Background: an optimization exercise with open tools, aiming at small area. Do not read the settings as production practice. The RTL was checked by simulation tests, not by an equivalence proof against the original design. Power and IR drop assume default switching activity.

Setup of trial 39:
## xy_engine
module xy_engine (
    input  wire         clk,
    input  wire         rst,           
    input  wire         cmd_valid,
    input  wire [3:0]   cmd_op,
    input  wire [7:0]   cmd_idx,       
    input  wire [15:0]  cmd_val,       
    input  wire [3:0]   cmd_nr,        
    input  wire [31:0]  cmd_time,      
    input  wire [223:0] cmd_words,     
    input  wire         rx_valid,
    input  wire [7:0]   rx_data,
    output reg          resp_valid,
    output reg          resp_ok,
    output wire [31:0]  resp_val,
    output wire [223:0] resp_words,
    output reg          tx_valid,
    output wire [5:0]   tx_len,
    output wire [295:0] tx_frame,
    output wire         st_await,
    output wire         st_redirect,
    output wire [1:0]   st_rclass,
    output wire         st_rx_ours,
    output wire         st_errflag,
    output wire         st_exc_valid,
    output wire [7:0]   st_exc_code,
    output wire [4:0]   st_wq_size,
    output wire         st_tx_pending,
    output wire         st_pp_wait,
    output wire         st_preq_pending
);
Size in the first run: about 6,700 cells after synthesis, ~2,100 flip-flops, ~90,000 sq um of cells after synthesis.
export LEC_CHECK = 0
export CAP_MARGIN = 20
export CORE_MARGIN = 2
export CORE_UTILIZATION = 55
export SLEW_MARGIN = 20
create_clock -name core_clock -period 20.0 [get_ports {clk}]
standard.sh (not shown) runs the stock make flow with config.mk's settings and CLKGATE_MAP_FILE= SYNTH_SCRIPT=/design/flow/synth_recipe.tcl, a recipe that flattens the netlist after the stock synthesis.
==> flow/flow/run.sh <==
#!/bin/bash
# The standard layout (standard.sh, unchanged synthesis) with two changes:
#  - port buffers use the smallest buffer cell instead of a delay buffer,
#  - the clock tree uses larger sink clusters of clkbuf_8 and no dummy loads.
# standard.sh's output goes to standard.log; every tool's log is in orfs/logs/.
set -euo pipefail
export BUFFER_PORTS_ARGS="-buffer_cell sky130_fd_sc_hd__buf_1"
export CTS_ARGS="-sink_clustering_enable -repair_clock_nets -dont_use_dummy_load -sink_clustering_size 15 -sink_clustering_max_diameter 50 -buf_list sky130_fd_sc_hd__clkbuf_8"
bash standard.sh > standard.log 2>&1
Modified inputs, trial 82 compared to trial 39
==> flow/flow/run.sh <==
#!/bin/bash
# The standard layout (standard.sh, unchanged synthesis) with these changes:
#  - port buffers use the smallest buffer cell instead of a delay buffer,
#  - the clock tree uses larger sink clusters of clkbuf_8 and no dummy loads,
#  - after global routing, non-critical gates are downsized (power recovery),
#    then flow/post_grt.tcl repairs slew and capacitance again and reroutes.
# standard.sh's output goes to standard.log; every tool's log is in orfs/logs/.
set -euo pipefail
export BUFFER_PORTS_ARGS="-buffer_cell sky130_fd_sc_hd__buf_1"
export CTS_ARGS="-sink_clustering_enable -repair_clock_nets -dont_use_dummy_load -sink_clustering_size 15 -sink_clustering_max_diameter 50 -buf_list sky130_fd_sc_hd__clkbuf_8"
export RECOVER_POWER=100
export POST_GLOBAL_ROUTE_TCL="$PWD/flow/post_grt.tcl"
bash standard.sh > standard.log 2>&1
==> flow/flow/post_grt.tcl (new file) <==
# after power recovery: restore slew and capacitance limits, then legalize and reroute
log_cmd global_route -start_incremental
log_cmd repair_design -verbose -cap_margin 20 -slew_margin 20
log_cmd detailed_placement
log_cmd global_route -end_incremental
log_cmd estimate_parasitics -global_routing
puts "post-grt slew violations [sta::max_slew_violation_count] cap [sta::max_capacitance_violation_count]"
write_guides $::env(RESULTS_DIR)/route.guide
==> comparison <==
Iteration count of the initial detailed-routing pass: trial 82 vs trial 39 up 11. Trial 82 vs. trial 39: final worst-path cycle share fell by 0.15 points, filler cell count in the final layout stayed essentially flat. Changes observed in trial 82 relative to trial 39: multi-input logic portion of the cell area lower; maximum clock frequency roughly the same; final clock skew higher. Of trial 39 and trial 82, the run reporting the higher share of power burned in combinational logic was trial 39. The wire length on trial 82 is in line with that on trial 39. Of the two candidates, trial 39 has the worse internal power and trial 82 the better one. When trial 82 is set beside trial 39, its per-cell via count in the routed design turns out to be 0.58% smaller.

========
== run 1 ==
xy_engine, a different RTL version from the one above (not shown whole).
For scale: about 6300 cells after synthesis, about 880 I/O pins.
// xy_engine
module xy_engine (
    input  wire         clk,
    input  wire         rst,           
    input  wire         cmd_valid,
    input  wire [3:0]   cmd_op,
    input  wire [7:0]   cmd_idx,       
    input  wire [15:0]  cmd_val,       
    input  wire [3:0]   cmd_nr,        
    input  wire [31:0]  cmd_time,      
    input  wire [223:0] cmd_words,     
    input  wire         rx_valid,
    input  wire [7:0]   rx_data,
    output reg          resp_valid,
    output reg          resp_ok,
    output wire [31:0]  resp_val,
    output wire [223:0] resp_words,
    output reg          tx_valid,
    output wire [5:0]   tx_len,
    output wire [295:0] tx_frame,
    output wire         st_await,
    output wire         st_redirect,
    output wire [1:0]   st_rclass,
    output wire         st_rx_ours,
    output wire         st_errflag,
    output wire         st_exc_valid,
    output wire [7:0]   st_exc_code,
    output wire [4:0]   st_wq_size,
    output wire         st_tx_pending,
    output wire         st_pp_wait,
    output wire         st_preq_pending
);
clock: 20.0 ns
lec_check: 0
cap_margin: 20
core_margin: 2
core_utilization: 55
slew_margin: 20
==> flow/flow/run.sh <==
#!/bin/bash
# The standard layout (standard.sh) with these changes:
#  - after the standard synthesis (run unchanged), flow/reopt.sh re-maps the logic between
#    the registers with a stronger ABC area script; every register keeps its name and cell,
#    and XOR/XNOR cells are left as synthesis made them,
#  - port buffers use the smallest buffer cell instead of a delay buffer,
#  - the clock tree uses larger sink clusters of clkbuf_8 and no dummy loads.
# Logs: standard_synth.log, reopt_yosys.log, reopt_check.log, standard.log and orfs/logs/.
set -euo pipefail
export BUFFER_PORTS_ARGS="-buffer_cell sky130_fd_sc_hd__buf_1"
export CTS_ARGS="-sink_clustering_enable -repair_clock_nets -dont_use_dummy_load -sink_clustering_size 15 -sink_clustering_max_diameter 50 -buf_list sky130_fd_sc_hd__clkbuf_8"
bash standard.sh synth > standard_synth.log 2>&1
R=orfs/results/$FLOW_PLATFORM/xy_engine/base
cp $R/1_2_yosys.v $R/1_2_yosys_standard.v
bash flow/reopt.sh $R/1_2_yosys_standard.v $R/1_2_yosys.v
touch $R/1_2_yosys.v
bash standard.sh > standard.log 2>&1
==> flow/flow/reopt.sh <==
#!/bin/bash
# Re-optimise the combinational logic of the standard synthesis netlist for area.
# Registers (dfxtp/edfxtp instances), their names and cell types are kept as they are:
# those cells are black boxes here, only the logic between them is remapped by ABC.
# XOR/XNOR cells are kept as they are too (the CRC and comparator trees), so that the
# equivalence proof of the layout against the RTL stays easy.
# usage: reopt.sh in.v out.v  (run in the flow's work folder)
set -euo pipefail
IN=$1; OUT=$2
LIB=$FLOW_HOME/platforms/sky130hd/lib/sky130_fd_sc_hd__tt_025C_1v80.lib
DU=$(sed -n '/DONT_USE_CELLS +=/,/^$/p' $FLOW_HOME/platforms/sky130hd/config.mk | tr -d '\\' | grep -o "sky130_fd_sc_hd__[a-z0-9_]*" | sed 's/^/-dont_use /' | tr '\n' ' ')
SEQ=$(grep -o "sky130_fd_sc_hd__[a-z0-9_]*" $IN | sort -u | grep -E "__(e|s|se)?df|__dl|__conb" | tr '\n' ' ')
YOSYS=$(command -v yosys || echo /OpenROAD-flow-scripts/tools/install/yosys/bin/yosys)
cat > reopt.ys <<EOS
read_liberty -ignore_miss_func $LIB
blackbox $SEQ
read_verilog $IN
hierarchy -top $FLOW_TOP
setattr -set keep_hierarchy 1 t:sky130_fd_sc_hd__xor* t:sky130_fd_sc_hd__xnor*
rename -hide w:*
flatten
opt_clean -purge
abc -script $PWD/flow/reopt.abc -liberty $LIB $DU $FLOW_TOP
opt_clean -purge
rename -hide w:*
splitnets
opt_clean -purge
hilomap -singleton -hicell sky130_fd_sc_hd__conb_1 HI -locell sky130_fd_sc_hd__conb_1 LO
insbuf -buf sky130_fd_sc_hd__buf_4 A X
opt_clean -purge
stat -liberty $LIB
select $FLOW_TOP
write_verilog -selected -noattr -nohex -nodec $OUT
EOS
$YOSYS -s reopt.ys > reopt_yosys.log 2>&1
# the result must hold the same registers as the standard synthesis
$YOSYS -p "read_liberty -lib $LIB; read_verilog $OUT; hierarchy -top $FLOW_TOP; check -assert -mapped; stat -liberty $LIB" > reopt_check.log 2>&1
a=$(grep -E "^\s+sky130_fd_sc_hd__(e)?dfxtp_1 " $IN | awk '{print $2}' | sort | md5sum)
b=$(grep -E "^\s+sky130_fd_sc_hd__(e)?dfxtp_1 " $OUT | awk '{print $2}' | sort | md5sum)
[[ "$a" == "$b" ]] || { echo "register sets differ" >&2; exit 1; }
Other scripts of this flow, unchanged in this note and not shown: flow/flow/reopt.abc
Modified inputs, run 2 compared to run 1
--- a/flow/flow/run.sh
+++ b/flow/flow/run.sh
@@ -4,3 +4,3 @@
 #    the registers with a stronger ABC area script; every register keeps its name and cell,
-#    and XOR/XNOR cells are left as synthesis made them,
+#    and the XOR/XNOR cells of the CRC trees are left as synthesis made them,
 #  - port buffers use the smallest buffer cell instead of a delay buffer,
--- a/flow/flow/reopt.sh
+++ b/flow/flow/reopt.sh
@@ -4,4 +4,4 @@
 # those cells are black boxes here, only the logic between them is remapped by ABC.
-# XOR/XNOR cells are kept as they are too (the CRC and comparator trees), so that the
-# equivalence proof of the layout against the RTL stays easy.
+# The XOR/XNOR cells that feed tx_frame (the CRC trees) are kept as they are too, so
+# that the equivalence proof of the layout against the RTL stays easy.
 # usage: reopt.sh in.v out.v  (run in the flow's work folder)
@@ -18,3 +18,5 @@
 hierarchy -top $FLOW_TOP
-setattr -set keep_hierarchy 1 t:sky130_fd_sc_hd__xor* t:sky130_fd_sc_hd__xnor*
+select -set crc o:tx_frame %ci*:-sky130_fd_sc_hd__dfxtp_1[Q]:-sky130_fd_sc_hd__edfxtp_1[Q] t:sky130_fd_sc_hd__xor* t:sky130_fd_sc_hd__xnor* %u %i
+setattr -set keep_hierarchy 1 @crc
+select -clear
 rename -hide w:*
Notes after the runs:
Of the two values seen for timing endpoint of the critical path, rb[14][5] was produced by run 1 and rb[56][0] by run 2. Going from run 1 to run 2, the sequential share of layout area was found to have gone up by 0.58 points. Note that the power recorded for run 1 amounts to 0.809 times the value seen in run 2. Run 2 vs run 1, standard cell with the maximum stage delay on the critical path: sky130_fd_sc_hd__o22ai_1 vs sky130_fd_sc_hd__a2111oi_2. Going from run 1 to run 2, average instance area after synthesis shrinks by 0.53%. Die area down 0.85% in run 2 wrt run 1. Placement-stage cell area for run 2: about 0.9% down relative to run 1. Relative to run 1, non-clock buffer count increased by 0.83% in run 2. Going from run 1 to run 2, final design area excluding fillers shrinks by 0.93%. The tap cell count reported for run 2 is smaller than that of run 1 by about 4.3%.
For run 3, these inputs were changed with respect to run 2:
Settings: swapping 55 for 65 in CORE_UTILIZATION.
Results
Lower fraction of power consumed by combinational cells was reported by run 3, not run 2. Run 3 vs. run 2: via count rose by about 3.6%; area occupied by registers was more or less identical. When run 3 is measured against run 2, its clock-buffer cell count turns out 6 lower. Run 2 → run 3: total stage count of the critical path went up; global placement routability congestion decreased by about 9% relative to the old numbers. Across run 2 and run 3, the outcome is the same: a clean finish for every run. [compare] base=run 2 new=run 3: overall routed net length has increased; final clock period utilization by the worst path decreased 1.2 points; growth of design area from synthesis to finish went down 0.74 points.

what the ideal ports hide:
No port has a modelled driver above. Below, the same layouts with a new extraction and two added sets of constraints.
Step 1: set_driving_cell puts a clkbuf_16 on clk and a buf_2 on each other input, an assumption about the parent block.
Step 2 moves the port delays by t, midway between the first and last clock arrival at a register: inputs arrive t later, outputs are due t later. That takes back most of the time a late clock gives input paths.
Slacks: ideal ports / drivers / drivers and shift; pairs: ideal ports / drivers.
run	shift t [ns]	setup WS [ns]	slew at the worst register clock pin (ns)
trial 39	1.050	6.514 / 6.582 / 5.531	0.10 / 0.10
trial 82	1.048	6.544 / 6.464 / 5.555	0.10 / 0.10
run 1	1.015	1.276 / 1.332 / 0.317	0.10 / 0.10
run 2	1.014	1.556 / 1.536 / 0.521	0.10 / 0.10
run 3	1.026	1.802 / 1.751 / 0.725	0.10 / 0.10
After both steps every run listed still meets setup and hold. The setup slack of run 3, which loses most, moves by -0.051 ns with the drivers and by -1.077 ns with both steps.
